This design comes from an exercise in tuning for a short achievable clock period and few clock cycles on the open sky130 flow, not from production work.
RTL that was checked went through simulation tests only; none was proved equivalent to the original.
The flow treats the clock pin as an ideal source. Dropping or thinning the clock tree relies on that and would not hold on a real chip.
No activity file was given, so power comes from the tool's default toggle rates.

==> inputs of amber <==
==> flow/design.v <==
module ssq_chunkenc (
    input  wire        clk,
    input  wire        rst,
    input  wire        in_valid,
    output reg         in_ready,
    input  wire [7:0]  in_data,
    input  wire        in_last,
    output reg         out_valid,
    input  wire        out_ready,
    output reg  [7:0]  out_data,
    output reg         out_last,
    output reg  [15:0] out_sym_len,
    output reg  [2:0]  out_chunk_pad,
    output reg  [15:0] out_total,
    output reg  [15:0] out_conv
);
    localparam DDEPTH = 24;         
    localparam EDEPTH = 6;          
    localparam DTH    = 3;          
    localparam MTH    = EDEPTH - 3; 
    integer i, j;
    reg        v1, l1;
    reg [7:0]  d1;
    wire       in_fire = in_valid && in_ready;
    always @(posedge clk) begin
        v1 <= !rst && in_fire;
        d1 <= in_data;
        l1 <= in_last;
    end
    reg        v2, l2, f2;
    reg [7:0]  b2;
    reg        pr2, hi2, lin2, lt75_2;
    reg [7:0]  a48_2, m27_2, ctl2;
    reg [4:0]  ph2;       
    reg [4:0]  ph_s;      
    reg        first_s;   
    reg [7:0]  ctl_c;
    always @(*) begin
        if (d1[6])
            ctl_c = 8'd68;                  
        else
            case (d1[4:0])
                5'd0:   ctl_c = 8'd48;      
                5'd1:   ctl_c = 8'd49;      
                5'd2:   ctl_c = 8'd50;      
                5'd3:   ctl_c = 8'd51;      
                5'd4:   ctl_c = 8'd52;      
                5'd5:   ctl_c = 8'd53;      
                5'd6:   ctl_c = 8'd54;      
                5'd7:   ctl_c = 8'd55;      
                5'd8:   ctl_c = 8'd56;      
                5'd9:   ctl_c = 8'd57;      
                5'd10:  ctl_c = 8'd32;      
                5'd11:  ctl_c = 8'd118;     
                5'd12:  ctl_c = 8'd102;     
                5'd13:  ctl_c = 8'd114;     
                5'd14:  ctl_c = 8'd83;      
                5'd15:  ctl_c = 8'd73;      
                default: ctl_c = 8'd69;     
            endcase
    end
    always @(posedge clk) begin
        b2     <= d1;
        pr2    <= (d1 >= 8'd32) && (d1 <= 8'd126);
        hi2    <= d1[7];
        lin2   <= ((d1 >= 8'd16) && (d1 <= 8'd26)) || ((d1 >= 8'd28) && (d1 <= 8'd31));
        lt75_2 <= d1[6:0] < 7'd75;
        a48_2  <= {1'b0, d1[6:0]} + 8'd48;      
        m27_2  <= {1'b0, d1[6:0]} - 8'd27;      
        ctl2   <= ctl_c;
        l2     <= l1;
        ph2    <= ph_s;
        f2     <= first_s;
        if (rst) begin
            v2      <= 1'b0;
            ph_s    <= 5'b00001;
            first_s <= 1'b1;
        end else begin
            v2 <= v1;
            if (v1) begin
                first_s <= l1;
                if (l1)
                    ph_s <= 5'b00001;
                else                        
                    ph_s <= {ph_s[1:0], ph_s[4:2]};
            end
        end
    end
    reg        v3, l3, c3, f3;
    reg [7:0]  n3;
    reg [4:0]  ph3;
    always @(posedge clk) begin
        if (pr2)
            n3 <= b2;
        else if (hi2)
            n3 <= lt75_2 ? a48_2 : m27_2;
        else if (lin2)
            n3 <= b2 + 8'd64;                   
        else
            n3 <= ctl2;
        c3  <= !pr2;
        l3  <= l2;
        f3  <= f2;
        ph3 <= ph2;
        v3  <= !rst && v2;
    end
    reg [7:0]  prevn;     
    reg        v4, l4, c4, f4;
    reg [7:0]  b4;
    reg [8:0]  keep4;
    reg [2:0]  pad4;
    wire [11:0] w = {prevn[3:0], n3};    
    wire [8:0]  keep_ph [0:4];
    genvar gp, gj, gi;
    generate
        for (gp = 0; gp < 5; gp = gp + 1) begin : g_ph
            wire [8:0] sp;               
            for (gj = 0; gj < 8; gj = gj + 1) begin : g_bit
                localparam integer CP = (gp + gj) % 5;    
                wire [11:0] earlier;
                for (gi = 0; gi < 12; gi = gi + 1) begin : g_e
                    assign earlier[gi] = (7 - gi >= gj - CP) && (7 - gi <= gj - 2) ? w[gi] : 1'b0;
                end
                if (CP >= 2) begin : g_sp
                    assign sp[gj] = w[7 - gj] && !w[8 - gj] && (|earlier);
                end else begin : g_nosp
                    assign sp[gj] = 1'b0;
                end
            end
            assign sp[8] = 1'b0;
            for (gj = 0; gj < 8; gj = gj + 1) begin : g_keep
                assign keep_ph[gp][7 - gj] = w[7 - gj] || sp[gj + 1];
            end
            assign keep_ph[gp][8] = sp[0];
        end
    endgenerate
    wire [8:0] keep_c = ({9{ph3[0]}} & keep_ph[0]) | ({9{ph3[1]}} & keep_ph[1]) |
                        ({9{ph3[2]}} & keep_ph[2]) | ({9{ph3[3]}} & keep_ph[3]) |
                        ({9{ph3[4]}} & keep_ph[4]);
    always @(posedge clk) begin
        if (v3)
            prevn <= n3;
        b4    <= n3;
        keep4 <= keep_c;
        l4    <= l3;
        c4    <= c3;
        f4    <= f3;
        pad4  <= {ph3[3], ph3[0] | ph3[4], ph3[1] | ph3[4]};
        v4    <= !rst && v3;
    end
    reg        v5, l5, c5, f5;
    reg [4:0]  symA5;
    reg [3:0]  symB5;
    reg [2:0]  cntA5, cntB5;
    reg [2:0]  pad5;
    reg [4:0]  symA_c;
    reg [3:0]  symB_c;
    reg [2:0]  ra, rb;
    always @(*) begin
        symA_c = 5'd0;
        ra = {2'd0, keep4[8]};
        for (j = 0; j < 4; j = j + 1) begin
            for (i = 0; i < 5; i = i + 1)
                if (b4[7 - j] && ra == i)
                    symA_c[4 - i] = 1'b1;
            ra = ra + {2'd0, keep4[7 - j]};
        end
        symB_c = 4'd0;
        rb = 3'd0;
        for (j = 4; j < 8; j = j + 1) begin
            for (i = 0; i < 4; i = i + 1)
                if (b4[7 - j] && rb == i)
                    symB_c[3 - i] = 1'b1;
            rb = rb + {2'd0, keep4[7 - j]};
        end
    end
    always @(posedge clk) begin
        symA5 <= symA_c;
        symB5 <= symB_c;
        cntA5 <= ra;
        cntB5 <= rb;
        l5    <= l4;
        c5    <= c4;
        f5    <= f4;
        pad5  <= pad4;
        v5    <= !rst && v4;
    end
    reg        v6, l6, c6, f6;
    reg [8:0]  sym6;
    reg [3:0]  t6;
    reg [2:0]  pad6;
    always @(posedge clk) begin
        sym6 <= {symA5, 4'd0} | ({symB5, 5'd0} >> cntA5);
        t6   <= {1'b0, cntA5} + {1'b0, cntB5};
        l6   <= l5;
        c6   <= c5;
        f6   <= f5;
        pad6 <= pad5;
        v6   <= !rst && v5;
    end
    reg        v7, l7, c7, f7;
    reg [15:0] sh7;       
    reg [3:0]  t7;
    reg [2:0]  pad7;
    reg        ge8_7, eq16_7, gt8_7;
    reg [2:0]  pos_s;
    wire [4:0] q6 = {2'd0, pos_s} + {1'b0, t6};
    always @(posedge clk) begin
        sh7    <= {sym6, 7'd0} >> pos_s;
        t7     <= t6;
        l7     <= l6;
        c7     <= c6;
        f7     <= f6;
        pad7   <= pad6;
        ge8_7  <= q6 >= 5'd8;
        gt8_7  <= q6 > 5'd8;
        eq16_7 <= q6 == 5'd16;
        if (rst) begin
            v7    <= 1'b0;
            pos_s <= 3'd0;
        end else begin
            v7 <= v6;
            if (v6)
                pos_s <= l6 ? 3'd0 : q6[2:0];
        end
    end
    reg [7:0]  acc;
    reg        v8, l8, f8, w0_8, w1_8;
    reg [7:0]  d0_8, d1_8;
    reg [2:0]  pad8;
    reg [7:0]  sym_lo, tot_lo, conv_lo;
    reg        sym_cy8, tot_cy8, conv_cy8;
    wire [15:0] win = {acc, 8'd0} | sh7;
    wire [8:0]  sym_lo_n  = {1'b0, f7 ? 8'd0 : sym_lo}  + {5'd0, t7};
    wire [8:0]  tot_lo_n  = {1'b0, f7 ? 8'd0 : tot_lo}  + 9'd1;
    wire [8:0]  conv_lo_n = {1'b0, f7 ? 8'd0 : conv_lo} + {8'd0, c7};
    always @(posedge clk) begin
        d0_8 <= win[15:8];
        d1_8 <= win[7:0];
        w0_8 <= ge8_7 || l7;
        w1_8 <= eq16_7 || (l7 && gt8_7);
        l8   <= l7;
        f8   <= f7;
        pad8 <= pad7;
        sym_cy8  <= sym_lo_n[8];
        tot_cy8  <= tot_lo_n[8];
        conv_cy8 <= conv_lo_n[8];
        if (rst) begin
            v8  <= 1'b0;
            acc <= 8'd0;
        end else begin
            v8 <= v7;
            if (v7)
                acc <= (l7 || eq16_7) ? 8'd0 : (ge8_7 ? win[7:0] : win[15:8]);
        end
        if (v7) begin
            sym_lo  <= sym_lo_n[7:0];
            tot_lo  <= tot_lo_n[7:0];
            conv_lo <= conv_lo_n[7:0];
        end
    end
    reg        v9, l9;
    reg [2:0]  pad9;
    reg [7:0]  sym_lo9, tot_lo9, conv_lo9;
    reg [7:0]  sym_hi, tot_hi, conv_hi;
    always @(posedge clk) begin
        sym_lo9  <= sym_lo;
        tot_lo9  <= tot_lo;
        conv_lo9 <= conv_lo;
        pad9     <= pad8;
        l9       <= l8;
        v9       <= !rst && v8;
        if (v8) begin
            sym_hi  <= (f8 ? 8'd0 : sym_hi)  + {7'd0, sym_cy8};
            tot_hi  <= (f8 ? 8'd0 : tot_hi)  + {7'd0, tot_cy8};
            conv_hi <= (f8 ? 8'd0 : conv_hi) + {7'd0, conv_cy8};
        end
    end
    reg [8:0]        dmem [0:DDEPTH-1];   
    reg [DDEPTH-1:0] wp;                  
    reg [DDEPTH-1:0] rp;                  
    reg [DDEPTH-1:0] dcnt;                
    reg [50:0]       emem [0:EDEPTH-1];   
    reg [EDEPTH-1:0] ewp, erp;
    reg [EDEPTH-1:0] ewe;                 
    reg [3:0]        mcnt;                
    wire dw0 = v8 && w0_8;
    wire dw1 = v8 && w1_8;
    wire [DDEPTH-1:0] rpm1 = {rp[0], rp[DDEPTH-1:1]};
    reg  [8:0]  dhead, dprev;
    reg  [50:0] ehead;
    always @(*) begin
        dhead = 9'd0;
        dprev = 9'd0;
        for (i = 0; i < DDEPTH; i = i + 1) begin
            dhead = dhead | (dmem[i] & {9{rp[i]}});
            dprev = dprev | (dmem[i] & {9{rpm1[i]}});
        end
        ehead = 51'd0;
        for (i = 0; i < EDEPTH; i = i + 1)
            ehead = ehead | (emem[i] & {51{erp[i]}});
    end
    reg  out_tag;
    wire dne      = |(wp & ~rp);          
    wire next_end = out_valid && !out_last && out_tag;
    wire load     = !out_valid || out_ready;
    wire pop      = load && !next_end && dne;
    wire end_done = out_valid && out_last && out_ready;
    reg        pop_r, end_done_r;
    wire       msg_in = v1 && l1;
    always @(posedge clk) begin
        for (i = 0; i < DDEPTH; i = i + 1) begin
            if (dw0 && wp[i])
                dmem[i] <= {l8 && !w1_8, d0_8};
            else if (dw1 && wp[(i + DDEPTH - 1) % DDEPTH])
                dmem[i] <= {l8, d1_8};
        end
        for (i = 0; i < EDEPTH; i = i + 1)
            if (ewe[i])
                emem[i] <= {sym_hi, sym_lo9, pad9, tot_hi, tot_lo9, conv_hi, conv_lo9};
        {out_tag, out_data} <= load ? dhead : dprev;
        {out_sym_len, out_chunk_pad, out_total, out_conv} <= ehead;
        if (rst) begin
            wp        <= {{(DDEPTH-1){1'b0}}, 1'b1};
            rp        <= {{(DDEPTH-1){1'b0}}, 1'b1};
            dcnt      <= {DDEPTH{1'b0}};
            ewp       <= {{(EDEPTH-1){1'b0}}, 1'b1};
            ewe       <= {EDEPTH{1'b0}};
            erp       <= {{(EDEPTH-1){1'b0}}, 1'b1};
            mcnt      <= 4'd0;
            pop_r     <= 1'b0;
            end_done_r <= 1'b0;
            out_valid <= 1'b0;
            out_last  <= 1'b0;
            in_ready  <= 1'b1;
        end else begin
            if (dw1)
                wp <= {wp[DDEPTH-3:0], wp[DDEPTH-1:DDEPTH-2]};
            else if (dw0)
                wp <= {wp[DDEPTH-2:0], wp[DDEPTH-1]};
            if (pop)
                rp <= {rp[DDEPTH-2:0], rp[DDEPTH-1]};
            pop_r      <= pop;
            end_done_r <= end_done;
            case ({dw1, dw0, pop_r})
                3'b001:         dcnt <= {1'b0, dcnt[DDEPTH-1:1]};
                3'b010, 3'b111: dcnt <= {dcnt[DDEPTH-2:0], 1'b1};
                3'b110:         dcnt <= {dcnt[DDEPTH-3:0], 2'b11};
                default:        dcnt <= dcnt;
            endcase
            ewe <= (v8 && l8) ? ewp : {EDEPTH{1'b0}};
            if (v8 && l8)
                ewp <= {ewp[EDEPTH-2:0], ewp[EDEPTH-1]};
            if (end_done)
                erp <= {erp[EDEPTH-2:0], erp[EDEPTH-1]};
            mcnt <= mcnt + {3'd0, msg_in} - {3'd0, end_done_r};
            out_valid <= (out_valid && !out_ready) || next_end || dne;
            out_last  <= (out_valid && !out_ready && out_last) || (out_ready && next_end);
            in_ready  <= !dcnt[DTH] && (mcnt <= MTH);
        end
    end
endmodule
==> flow/run.sh <==
#!/bin/bash
# synth_recipe.tcl (not shown) runs the flow's synth.tcl, then flattens the netlist and writes it again
# the make line also repeats each setting of config.mk as NAME=value (left out here)
make -C /OpenROAD-flow-scripts/flow DESIGN_CONFIG=/design/flow/config.mk WORK_HOME=/design/flow/orfs CLKGATE_MAP_FILE= SYNTH_SCRIPT=/design/flow/synth_recipe.tcl finish
==> flow/config.mk <==
export PLATFORM = sky130hd
export DESIGN_NAME = ssq_chunkenc
export DESIGN_NICKNAME = ssq_chunkenc
export VERILOG_FILES = /design/flow/design.v
export SDC_FILE = /design/flow/constraint.sdc
export NUM_CORES = 4
export LEC_CHECK = 0
export ABC_CLOCK_PERIOD_IN_PS = 2000
export CAP_MARGIN = 20
export CORE_MARGIN = 2
export CORE_UTILIZATION = 40
export SETUP_SLACK_MARGIN = 4.0
export SLEW_MARGIN = 20
==> flow/constraint.sdc <==
create_clock -name core_clock -period 6.5 [get_ports {clk}]
set_input_delay 1.3000 -clock core_clock [delete_from_list [all_inputs] [get_ports {clk}]]
set_output_delay 1.3000 -clock core_clock [all_outputs]
set_load 0.01 [all_outputs]
==> nickel (differences from amber) <==
--- a/flow/design.v
+++ b/flow/design.v
@@ -16,5 +16,5 @@
 );
     localparam DDEPTH = 24;         
-    localparam EDEPTH = 6;          
+    localparam EDEPTH = 5;          
     localparam DTH    = 3;          
     localparam MTH    = EDEPTH - 3; 
==> flow/flow/run.sh (new file) <==
#!/bin/bash
# The standard layout, except for the clock tree: CTS builds the leaf
# clusters, and flow/post_cts.tcl replaces the levels above them with root
# buffers that the clock port drives directly (see that file).
set -euo pipefail
here=$(pwd)
export CTS_ARGS="-sink_clustering_enable -repair_clock_nets -sink_clustering_size 24 -sink_clustering_max_diameter 80 -dont_use_dummy_load"
export POST_CTS_TCL="$here/flow/post_cts.tcl"
bash standard.sh > "$here/standard.log" 2>&1
==> flow/flow/post_cts.tcl (new file) <==
# Replace the upper levels of the clock tree that CTS built with a flat one:
# the clock port drives NROOT root buffers, each placed at the centre of
# the leaf buffers of one part of the die and driving them directly. The
# leaf buffers (and everything below them) stay as CTS made them, and every
# register still gets its clock through exactly two buffers.
set nroot 4
set db [ord::get_db]
set block [ord::get_db_block]
set bufm [$db findMaster sky130_fd_sc_hd__clkbuf_16]

proc is_buf {inst} {
  set m [[$inst getMaster] getName]
  return [expr {[string match "*clkbuf*" $m] || [string match "*__buf_*" $m]}]
}
proc out_net {inst} {
  foreach it [$inst getITerms] {
    if {[[$it getMTerm] getIoType] == "OUTPUT"} { return [$it getNet] }
  }
  return "NULL"
}
proc in_iterm {inst} {
  foreach it [$inst getITerms] {
    if {[[$it getMTerm] getIoType] == "INPUT" && [[$it getMTerm] getSigType] != "POWER" && [[$it getMTerm] getSigType] != "GROUND"} { return $it }
  }
  return "NULL"
}
proc loads {net} {
  set r {}
  foreach it [$net getITerms] {
    if {[[$it getMTerm] getIoType] == "INPUT"} { lappend r $it }
  }
  return $r
}

set clknet [$block findNet clk]
# walk the tree
set upper {}
set leaves {}
set todo [list $clknet]
while {[llength $todo] > 0} {
  set net [lindex $todo 0]
  set todo [lrange $todo 1 end]
  foreach it [loads $net] {
    set inst [$it getInst]
    if {![is_buf $inst]} { continue }
    set on [out_net $inst]
    if {$on == "NULL"} { continue }
    set has_reg 0
    foreach l [loads $on] {
      if {![is_buf [$l getInst]]} { set has_reg 1 }
    }
    if {$has_reg} {
      lappend leaves $inst
    } else {
      lappend upper $inst
      lappend todo $on
    }
  }
}
puts "clock tree: [llength $upper] upper buffers, [llength $leaves] leaf buffers"

# group the leaves: split by x, then each half by y
proc centre {inst} {
  set b [$inst getBBox]
  return [list [expr {([$b xMin] + [$b xMax]) / 2}] [expr {([$b yMin] + [$b yMax]) / 2}]]
}
proc split_by {insts axis} {
  set l {}
  foreach i $insts { lappend l [list [lindex [centre $i] $axis] $i] }
  set l [lsort -integer -index 0 $l]
  set n [llength $l]
  set h [expr {$n / 2}]
  set a {}; set b {}
  foreach e [lrange $l 0 [expr {$h - 1}]] { lappend a [lindex $e 1] }
  foreach e [lrange $l $h end] { lappend b [lindex $e 1] }
  return [list $a $b]
}
if {$nroot == 1} {
  set groups [list $leaves]
} elseif {$nroot == 2} {
  set groups [split_by $leaves 0]
} else {
  lassign [split_by $leaves 0] gl gr
  set groups [concat [split_by $gl 1] [split_by $gr 1]]
}

# detach the leaves, remove the upper buffers and their nets
foreach inst $leaves { [in_iterm $inst] disconnect }
foreach inst $upper {
  set on [out_net $inst]
  odb::dbInst_destroy $inst
  if {$on != "NULL" && $on != $clknet} { odb::dbNet_destroy $on }
}

set k 0
foreach g $groups {
  if {[llength $g] == 0} { continue }
  set sx 0; set sy 0
  foreach i $g { lassign [centre $i] x y; set sx [expr {$sx + $x}]; set sy [expr {$sy + $y}] }
  set cx [expr {$sx / [llength $g]}]
  set cy [expr {$sy / [llength $g]}]
  set r [odb::dbInst_create $block $bufm "clkroot_$k"]
  $r setLocation $cx $cy
  $r setPlacementStatus PLACED
  set n [odb::dbNet_create $block "clknet_root_$k"]
  $n setSigType CLOCK
  [$r findITerm A] connect $clknet
  [$r findITerm X] connect $n
  foreach i $g { [in_iterm $i] connect $n }
  puts "root $k at $cx $cy drives [llength $g] leaf buffers"
  incr k
}

global_connect
detailed_placement
check_placement -verbose
estimate_parasitics -placement
report_clock_skew
report_clock_latency
==> flow/standard.sh (new file) <==
#!/bin/bash
# synth_recipe.tcl (not shown) runs the flow's synth.tcl, then flattens the netlist and writes it again
# the make line also repeats each setting of config.mk as NAME=value (left out here)
make -C /OpenROAD-flow-scripts/flow DESIGN_CONFIG=/design/flow/config.mk WORK_HOME=/design/flow/orfs CLKGATE_MAP_FILE= SYNTH_SCRIPT=/design/flow/synth_recipe.tcl "${@:-finish}"
--- a/flow/config.mk
+++ b/flow/config.mk
@@ -10,4 +10,4 @@
 export CORE_MARGIN = 2
 export CORE_UTILIZATION = 40
-export SETUP_SLACK_MARGIN = 4.0
+export SETUP_SLACK_MARGIN = 4.4
 export SLEW_MARGIN = 20
removed: flow/run.sh
==> notes <==
Against amber, the area after synthesis of nickel is smaller by 4.8%. Between nickel and amber, the lower fmax is in amber (gap 11%, measured against amber). Of nickel and amber, amber has the higher power (gap about 24%, measured against amber). Between nickel and amber, the lower routed wire length is in nickel (gap about 5.5%, measured against amber). Clock power: nickel is lower than amber (50%). Critical path depth is the same in nickel and amber. In nickel the global-route usage is lower than in amber, by 0.22 points.
Testbench counts of nickel, summed over its fixed seeds: cycles 57,813.
No functional check of the RTL was part of amber.

port drivers added, routing unchanged:
The results above use ideal ports. As a check the final layouts listed here were re-extracted and re-timed, cells and wires unchanged. Step 1: set_driving_cell puts a clkbuf_16 on clk and a buf_2 on each other input, an assumption about the parent block. Step 2 also shifts input and output timing later by t, the mid clock arrival at the registers, as if the neighbouring blocks saw the same clock. Three values: ideal, step 1, step 2; two values: the first two.
| run | t, ns | setup slack, ns | pins driven straight from the clock port |
|---|---|---|---|
| amber | 0.724 | 4.021 / 3.953 / 3.380 | 1 |
| nickel | 0.566 | 4.270 / 4.124 / 3.966 | 4 |
After both steps every run listed still meets setup and hold. The setup slack of amber, which loses most, moves by -0.068 ns with the drivers and by -0.641 ns with both steps.
